This design comes from an exercise in tuning for small area, a short achievable clock period and few clock cycles per item on the open sky130 flow, not from production work.
Function not checked in this run: the RTL went through the layout flow alone.
Power is estimated from default activity; no workload was simulated.

==> flow/design.v <==
module fp_unpack (
    input  wire [31:0]       w,
    output wire              s,
    output wire signed [9:0] x,
    output wire [23:0]       m,
    output wire [4:0]        tz,
    output wire              zero,
    output wire              inf,
    output wire              nan
);
    wire [7:0]  e = w[30:23];
    wire [22:0] f = w[22:0];
    wire        ez = (e == 8'd0);
    wire        eo = (e == 8'hFF);
    wire        fz = (f == 23'd0);
    assign s    = w[31];
    assign zero = ez & fz;
    assign inf  = eo & fz;
    assign nan  = eo & ~fz;
    wire [23:0] raw = {~ez, f};
    reg [4:0] lz;
    integer i;
    always @(*) begin
        lz = 5'd0;
        for (i = 0; i < 24; i = i + 1)
            if (raw[i]) lz = 5'd23 - i[4:0];
    end
    assign m = raw << lz;
    assign x = ez ? (10'sd1 - $signed({5'd0, lz})) : $signed({2'b00, e});
    reg [4:0] t;
    always @(*) begin
        t = 5'd0;
        for (i = 23; i >= 0; i = i - 1)
            if (m[i]) t = i[4:0];
    end
    assign tz = t;
endmodule
module fp_mul (
    input  wire              sa,
    input  wire signed [9:0] xa,
    input  wire [23:0]       ma,
    input  wire [4:0]        tza,
    input  wire              za, ia, na,
    input  wire              sb,
    input  wire signed [9:0] xb,
    input  wire [23:0]       mb,
    input  wire [4:0]        tzb,
    input  wire              zb, ib, nb,
    output reg  [31:0]       y
);
    wire sy = sa ^ sb;
    wire [47:0] P = ma * mb;
    wire signed [10:0] E0  = $signed({xa[9], xa}) + $signed({xb[9], xb}) - 11'sd127;
    wire signed [10:0] E1  = E0 + 11'sd1;
    wire               nrm = (E0 > 11'sd0);
    wire signed [10:0] nE0 = -E0;
    wire [4:0]         sh  = (E0 < -11'sd31) ? 5'd31 : nE0[4:0];
    wire [47:0] R = nrm ? (P[47] ? P : {P[46:0], 1'b0}) : (P >> sh);
    wire [5:0] tzs = {1'b0, tza} + {1'b0, tzb};
    wire [6:0] pos = nrm ? (7'd22 + {6'd0, P[47]}) : (7'd23 + {2'd0, sh});
    wire       sticky = ({1'b0, tzs} < pos);
    wire       guard  = R[23];
    wire       rnd_up = guard & (sticky | R[24]);
    wire [7:0] ef = nrm ? (P[47] ? E1[7:0] : E0[7:0]) : {7'd0, R[47]};
    wire       ovf = nrm & (P[47] ? (E1 > 11'sd254) : (E0 > 11'sd254));
    wire [30:0] packed_word = {ef, R[46:24]} + {30'd0, rnd_up};
    always @(*) begin
        if (na || nb || (ia && zb) || (ib && za))
            y = 32'h7FC00000;
        else if (ia || ib || ovf)
            y = {sy, 8'hFF, 23'd0};
        else if (za || zb)
            y = {sy, 31'd0};
        else
            y = {sy, packed_word};
    end
endmodule
module fp_add (
    input  wire [31:0] a,
    input  wire [31:0] b,
    output reg  [31:0] y
);
    wire a_nan = (a[30:23] == 8'hFF) && (a[22:0] != 0);
    wire b_nan = (b[30:23] == 8'hFF) && (b[22:0] != 0);
    wire a_inf = (a[30:23] == 8'hFF) && (a[22:0] == 0);
    wire b_inf = (b[30:23] == 8'hFF) && (b[22:0] == 0);
    wire        swap = (b[30:0] > a[30:0]);
    wire [31:0] p = swap ? b : a;
    wire [31:0] q = swap ? a : b;
    wire        pz = (p[30:23] == 8'd0);
    wire        qz = (q[30:23] == 8'd0);
    wire [23:0] mp = {~pz, p[22:0]};
    wire [23:0] mq = {~qz, q[22:0]};
    wire [7:0]  xp = pz ? 8'd1 : p[30:23];
    wire [7:0]  xq = qz ? 8'd1 : q[30:23];
    wire [7:0]  d  = xp - xq;
    wire [26:0] wq_full = {mq, 3'b000};
    reg  [26:0] wq;
    reg         st;
    integer i;
    always @(*) begin
        if (d >= 8'd27) begin
            wq = 27'd0;
            st = |mq;
        end else begin
            wq = wq_full >> d;
            st = 1'b0;
            for (i = 0; i < 27; i = i + 1)
                if (i < d && wq_full[i]) st = 1'b1;
        end
    end
    wire [26:0] wqs = {wq[26:1], wq[0] | st};
    wire [26:0] wp  = {mp, 3'b000};
    wire        sub = p[31] ^ q[31];
    wire [27:0] sum = sub ? ({1'b0, wp} - {1'b0, wqs}) : ({1'b0, wp} + {1'b0, wqs});
    wire [7:0]  lim = xp - 8'd1;
    wire [26:0] marker = (lim > 8'd26) ? 27'd0 : (27'h4000000 >> lim);
    wire [26:0] cz = sum[26:0] | marker;
    reg  [4:0]  lz;
    always @(*) begin
        lz = 5'd0;
        for (i = 0; i < 27; i = i + 1)
            if (cz[i]) lz = 5'd26 - i[4:0];
    end
    wire [26:0] ls = sum[26:0] << lz;
    wire        cy = sum[27];
    wire [23:0] mant = cy ? sum[27:4] : ls[26:3];
    wire        g    = cy ? sum[3] : ls[2];
    wire        stk  = cy ? (|sum[2:0]) : (|ls[1:0]);
    wire [8:0]  ex   = cy ? ({1'b0, xp} + 9'd1) : (ls[26] ? ({1'b0, xp} - {4'd0, lz}) : 9'd0);
    wire        rnd  = g & (stk | mant[0]);
    wire [30:0] packed_word = {ex[7:0], mant[22:0]} + {30'd0, rnd};
    wire        ovf  = (ex >= 9'd255);
    always @(*) begin
        if (a_nan || b_nan || (a_inf && b_inf && (a[31] != b[31])))
            y = 32'h7FC00000;
        else if (a_inf)
            y = a;
        else if (b_inf)
            y = b;
        else if (sum == 28'd0)
            y = {a[31] & b[31], 31'd0};
        else if (ovf)
            y = {p[31], 8'hFF, 23'd0};
        else
            y = {p[31], packed_word};
    end
endmodule
module bqfi_biquad (
    input  wire        clk,
    input  wire        rst,
    input  wire        in_valid,
    output wire        in_ready,
    input  wire [2:0]  in_op,
    input  wire        in_ch,
    input  wire [31:0] in_data,
    output wire        out_valid,
    output reg         out_ch,
    output wire [31:0] out_y
);
    reg [31:0] cf [0:9];
    reg [9:0]  cv;
    reg [31:0] x1 [0:1];
    reg [31:0] x2 [0:1];
    reg [31:0] y1 [0:1];
    reg [31:0] y2 [0:1];
    reg [1:0]  x1v, x2v, y1v, y2v;
    reg [6:0]  ph;
    reg        ch0;      
    reg        ch1;      
    reg [31:0] x;
    wire busy = ph[0] | ph[1] | ph[2] | ph[3];
    assign in_ready = ~busy;
    wire acc_cmd  = in_valid & ~busy & ~rst;
    wire acc_filt = acc_cmd & (in_op == 3'd0);
    reg [31:0] fa, fb;
    integer k;
    always @(*) begin
        fa = 32'd0;
        for (k = 0; k < 5; k = k + 1)
            if (ph[k]) fa = fa | ((ch0 ? (cv[5+k] ? cf[5+k] : 32'd0)
                                       : (cv[k]   ? cf[k]   : 32'd0)));
    end
    always @(*) begin
        case (1'b1)
            ph[1]:   fb = x1v[ch0] ? x1[ch0] : 32'd0;
            ph[2]:   fb = x2v[ch0] ? x2[ch0] : 32'd0;
            ph[3]:   fb = y1v[ch0] ? y1[ch0] : 32'd0;
            ph[4]:   fb = y2v[ch0] ? y2[ch0] : 32'd0;
            default: fb = x;
        endcase
    end
    wire              ua_s, ub_s, ua_z, ub_z, ua_i, ub_i, ua_n, ub_n;
    wire signed [9:0] ua_x, ub_x;
    wire [23:0]       ua_m, ub_m;
    wire [4:0]        ua_t, ub_t;
    fp_unpack u_ua (.w(fa), .s(ua_s), .x(ua_x), .m(ua_m), .tz(ua_t), .zero(ua_z), .inf(ua_i), .nan(ua_n));
    fp_unpack u_ub (.w(fb), .s(ub_s), .x(ub_x), .m(ub_m), .tz(ub_t), .zero(ub_z), .inf(ub_i), .nan(ub_n));
    reg              oa_s, ob_s, oa_z, ob_z, oa_i, ob_i, oa_n, ob_n;
    reg signed [9:0] oa_x, ob_x;
    reg [23:0]       oa_m, ob_m;
    reg [4:0]        oa_t, ob_t;
    always @(posedge clk) begin
        oa_s <= ua_s; oa_x <= ua_x; oa_m <= ua_m; oa_t <= ua_t; oa_z <= ua_z; oa_i <= ua_i; oa_n <= ua_n;
        ob_s <= ub_s; ob_x <= ub_x; ob_m <= ub_m; ob_t <= ub_t; ob_z <= ub_z; ob_i <= ub_i; ob_n <= ub_n;
    end
    wire [31:0] mul_y;
    fp_mul u_mul (
        .sa(oa_s), .xa(oa_x), .ma(oa_m), .tza(oa_t), .za(oa_z), .ia(oa_i), .na(oa_n),
        .sb(ob_s), .xb(ob_x), .mb(ob_m), .tzb(ob_t), .zb(ob_z), .ib(ob_i), .nb(ob_n),
        .y(mul_y));
    reg [31:0] prod;
    reg        neg;      
    always @(posedge clk) begin
        prod <= mul_y;
        neg  <= ph[4] | ph[5];
    end
    reg  [31:0] acc;
    wire [31:0] add_y;
    fp_add u_add (.a(acc), .b({prod[31] ^ neg, prod[30:0]}), .y(add_y));
    always @(posedge clk) begin
        if (ph[2])
            acc <= prod;
        else if (ph[3] | ph[4] | ph[5] | ph[6])
            acc <= add_y;
    end
    assign out_y = acc;
    integer c;
    always @(posedge clk) begin
        if (rst) begin
            ph  <= 7'd0;
            cv  <= 10'd0;
            x1v <= 2'd0; x2v <= 2'd0; y1v <= 2'd0; y2v <= 2'd0;
        end else begin
            ph <= {ph[5:0], acc_filt};
            if (acc_cmd) begin
                for (c = 0; c < 10; c = c + 1)
                    if (in_op == (c % 5) + 1 && in_ch == (c / 5)) cv[c] <= 1'b1;
            end
            if (ph[2]) begin
                x1v[ch0] <= 1'b1;
                x2v[ch0] <= x1v[ch0];
            end
            if (ph[6]) begin
                y1v[ch1] <= 1'b1;
                y2v[ch1] <= y1v[ch1];
            end
        end
    end
    assign out_valid = ph_out;
    reg ph_out;
    always @(posedge clk) begin
        if (rst) ph_out <= 1'b0;
        else     ph_out <= ph[6];
    end
    always @(posedge clk) begin
        if (acc_filt) begin
            x   <= in_data;
            ch0 <= in_ch;
        end
        if (ph[4]) ch1 <= ch0;
        if (ph[6]) out_ch <= ch1;
        if (acc_cmd) begin
            for (c = 0; c < 10; c = c + 1)
                if (in_op == (c % 5) + 1 && in_ch == (c / 5)) cf[c] <= in_data;
        end
        if (ph[2]) begin
            x1[ch0] <= x;
            x2[ch0] <= x1[ch0];
        end
        if (ph[6]) begin
            y1[ch1] <= add_y;
            y2[ch1] <= y1[ch1];
        end
    end
endmodule
==> flow/run.sh <==
#!/bin/bash
# synth_recipe.tcl (not shown) runs the flow's synth.tcl, then flattens the netlist and writes it again
# the make line also repeats each setting of config.mk as NAME=value (left out here)
make -C /OpenROAD-flow-scripts/flow DESIGN_CONFIG=/design/flow/config.mk WORK_HOME=/design/flow/orfs CLKGATE_MAP_FILE= SYNTH_SCRIPT=/design/flow/synth_recipe.tcl finish
==> flow/config.mk <==
export PLATFORM = sky130hd
export DESIGN_NAME = bqfi_biquad
export DESIGN_NICKNAME = bqfi_biquad
export VERILOG_FILES = /design/flow/design.v
export SDC_FILE = /design/flow/constraint.sdc
export NUM_CORES = 4
export LEC_CHECK = 0
export CAP_MARGIN = 20
export CORE_MARGIN = 2
export CORE_UTILIZATION = 30
export PLACE_DENSITY = 0.55
export SLEW_MARGIN = 20
==> flow/constraint.sdc <==
create_clock -name core_clock -period 18.0 [get_ports {clk}]
set_input_delay 3.6000 -clock core_clock [delete_from_list [all_inputs] [get_ports {clk}]]
set_output_delay 3.6000 -clock core_clock [all_outputs]
set_load 0.01 [all_outputs]
==> flow_summary.json <==
{
  "run_status": "no timing/DRC/antenna violations",
  "synth-async-reset-ratio_pct": 0,
  "tritoncts_clock_tree": "done",
  "mostFrequentLayoutCell": "sky130_fd_sc_hd__nand2_1",
  "routed_wire_length_um": 248000,
  "worst_reg2reg_setup_slack_ns": 1.03,
  "globalRouteTotalUtil_pct": 21.1,
  "wire_per_inst_um": 24.6,
  "cts.clk_slew.worst_paths_ns": 0.06,
  "worstSkewPairLatency_ns": 0.69,
  "grt_start_max_net_pins": 67,
  "postRouteAntennaNets": 0,
  "grt_antenna_before_repair": 4,
  "finalWeightedCongestion": 0.966,
  "cts_hold_buf": 0,
  "post_synthesis_area_per_instance_sq_um": 9.49,
  "holdWs_ns": 0.457,
  "total_leakage_power_nw": 29.0,
  "number_of_global_route_vias_before_repair": 56000,
  "finalMaxSlewViolations": 0,
  "timing.critical_path.from_type": "flop",
  "cts_root_buf": "sky130_fd_sc_hd__clkbuf_16",
  "power.share.clock_pct": 28.3,
  "crit_slowest_cell": "sky130_fd_sc_hd__a22o_1",
  "finalNetCount": 7861,
  "max_slew.worst_pin.slew_ns": 1.21,
  "final_core_util_pct": 33.2,
  "pre_cts_ws_ns": 1.53,
  "mostFrequentLayoutCells": "868 x sky130_fd_sc_hd__nand2_1, 679 x sky130_fd_sc_hd__inv_1, 643 x sky130_fd_sc_hd__edfxtp_1",
  "grt_pass1_wl_um": 372000,
  "power_switching_share_pct": 38.6,
  "vias": 56800,
  "core.rowCount": 174,
  "timing.final.setup_violations": 0,
  "power_frac_comb_pct": 36.4,
  "critical_path_end_type": "flop",
  "power.internal_mw": 3.55,
  "ctsLongestPathBuffers": 3,
  "timing.max_slew.rel_slack_pct": 19.5,
  "yosys_most_used_dff": "sky130_fd_sc_hd__edfxtp_1",
  "net_count_synth": 7939,
  "worst-path-max-fanout": 44,
  "max-cap-violations": 0,
  "seq_area_sq_um": 22200,
  "vias_per_cell": 5.62,
  "critical_path.most_common_cell": "sky130_fd_sc_hd__ha_1",
  "ir_worst_vdd_mv": 0.0691,
  "floorplan.core_area_sq_um": 224000,
  "final_critical_path_setup_slack_ns": 1.03,
  "layout_cell_share_with_drive_strength_beyond_1_pct": 8.21,
  "cts_setup_buffers": 0,
  "met1_usage_pct": 28.9,
  "critPathMaxStageDelay_ns": 0.82,
  "post_layout_nonfiller_instances": 10100,
  "design_power_total_mw": 5.79,
  "net-switching-power_mw": 2.23,
  "hpwlAfterDp_um": 181000,
  "cp_data_required_time_ns": 18.48,
  "netlist_instances": 7122,
  "fin_crit_ns": 16.97,
  "multi_input_gate_area_in_the_final_layout_sq_um": 41400,
  "post_synth_instance_area_sq_um": 67600,
  "peak_freq_ghz": 0.0589,
  "min_period_over_period_pct": 94.3,
  "yosysWarnings": 5,
  "worst_hold_path_type": "flop to flop",
  "die_extent_in_y_um": 479,
  "dpl.cell_count": 9949,
  "cts_inserted_buffers": 80,
  "syn_to_final_growth_pct": 10.3,
  "grt_util_met3_pct": 2.89,
  "count_of_cells_resized_by_post_cts_repair": 0,
  "num-fill-cells": 22900,
  "synth.ff_latch_count": 788,
  "groute.layer.met2.usage_pct": 34.3,
  "io_pins": 74,
  "synth-edff-count": 643,
  "clock-skew-final_ns": 0.0590,
  "clkSinkCount": 788,
  "cts.htree.levels": 3,
  "power.density_nw_per_um2": 77.6,
  "detailedRoute.firstPassIterationCount": 7,
  "worst-setup-path-type": "flop to flop",
  "total_negative_setup_slacks_ns": 0,
  "dieArea_sq_um": 229000,
  "grt_busiest_layer": "met2",
  "setup_repair_after_global_routing_missed_its_margin": "false",
  "grt_remaining_overflow": 0,
  "timing.final.hold_violations": 0,
  "ys_seq_area_share_pct": 32.9,
  "yosys.cell_types.count": 117,
  "die_x_um": 479,
  "initial_drc_count": 5854,
  "timing.critical_path.arrival_ns": 17.45,
  "drc": 0,
  "pwr-share-seq_pct": 35.3,
  "port_buffers": 73,
  "dpl-instance-area_sq_um": 72000,
  "final_design_area_no_fill_sq_um": 74600,
  "start_util_pct": 30.1
}
==> flip-flops by register name, indices dropped and copies added (netlist names), 2 cells and up, named ones only <==
register,count
x,32
oa_m,24
oa_t,5
y1,64
cv,10
oa_x,9
ob_t,5
y2,64
ph,7
x1,64
cf,320
y1v,2
acc,32
prod,32
x2,64
ob_x,9
ob_m,24
x1v,2
==> synth_stat cells (all sizes together), types with 53 or more instances <==
cell type,instances,share of area (%)
nand2,869,4.8
inv,686,3.8
edfxtp,643,29
nor2,486,2.7
fa,485,14
clkbuf,337,1.9
a21oi,314,2.3
ha,293,5.4
o21ai,287,2.1
and2,256,2.4
mux2i,185,2.8
nand3,177,1.3
nor3,161,1.2
a22o,160,2.1
dfxtp,145,4.3
mux2,124,2.1
xnor2,88,1.2
buf,72,0.46
o22ai,72,0.67
a211oi,70,0.80
a31oi,70,0.65
nand4,63,0.59
o31ai,61,0.68
a21o,57,0.63
nor4,56,0.60
a222oi,53,0.78
==> cell families after synthesis <==
family,Yosys count,share of synthesized area (%)
fa+ha+maj,779,19.8
buf+inv,1099,6.16
mux,342,5.92
flops,788,32.9
compound gates,1624,17.0
xor+xnor,129,1.68
simple gates,2361,16.6
==> power by group through the flow <==
stage | Sequential, mW | Clock (mW) | Combinational, mW
floorplan | 2.07 | 0 | 1.27
global placement | 2.08 | 0 | 2.06
detailed placement | 2.08 | 0 | 2.03
CTS | 2.04 | 1.67 | 2.05
global route | 2.04 | 1.73 | 2.22
finish | 2.04 | 1.64 | 2.10
==> area by class of cell <==
type | instances | share of cell area [%]
multi-input combinational | 5235 | 55.5
sequential | 788 | 29.8
antenna | 2 | 0.00671
timing repair buffer | 249 | 2.73
inverter | 690 | 3.47
tap | 2992 | 5.02
clock inverter | 45 | 0.580
clock buffer | 102 | 2.86
==> worst max-delay path: cells and delay by family (launching register included) <==
kind / cells / cell delay (ns)
muxes: 1 / 0.30
buffers and inverters: 6 / 1.92
AOI/OAI and AO/OA: 17 / 6.54
and+or+nand+nor: 16 / 5.18
xor gates and xnor gates: 1 / 0.14
adders and majority gates: 6 / 2.10
DFF: 1 / 0.50
==> metal layers <==
metal  part of all wire, %  vias up
met5                 0.011        -
met4                   3.4        4
met3                   7.0      372
met2                    46     2393
met1                    43    28700
li1                      -    25300
==> path summary, 6_finish.rpt <==
path / startpoint / to / cells after the start
setup / recovery: acc[3]$_DFFE_PP_ / acc[14]$_DFFE_PP_ / 47
setup reg to reg: acc[3]$_DFFE_PP_ / acc[14]$_DFFE_PP_ / 47
hold reg to reg: ph[5]$_SDFF_PP0_ / neg$_DFF_P_ / 1
hold / removal: ph[5]$_SDFF_PP0_ / neg$_DFF_P_ / 1

afterwards: timing with drivers on the ports:
The flow's constraints put no driver on any port. The routed layout listed below was extracted and timed again, unchanged, in two steps. Step 1, drivers: a clkbuf_16 drives clk and a buf_2 each remaining input, both assumed. Step 2 moves the port delays by t, midway between the first and last clock arrival at a register: inputs arrive t later, outputs are due t later. That takes back most of the time a late clock gives input paths. Slacks: no drivers / after step 1 / after step 2; pairs: no drivers / after step 1.
t, ns: 0.726
setup WS [ns]: 1.027 / 1.027 / 1.027
hold WS [ns]: 0.457 / 0.457 / 0.457
After both steps this run still meets setup and hold. For this run, drivers alone change the setup slack by 0.000 ns; drivers and shift together by 0.000 ns.
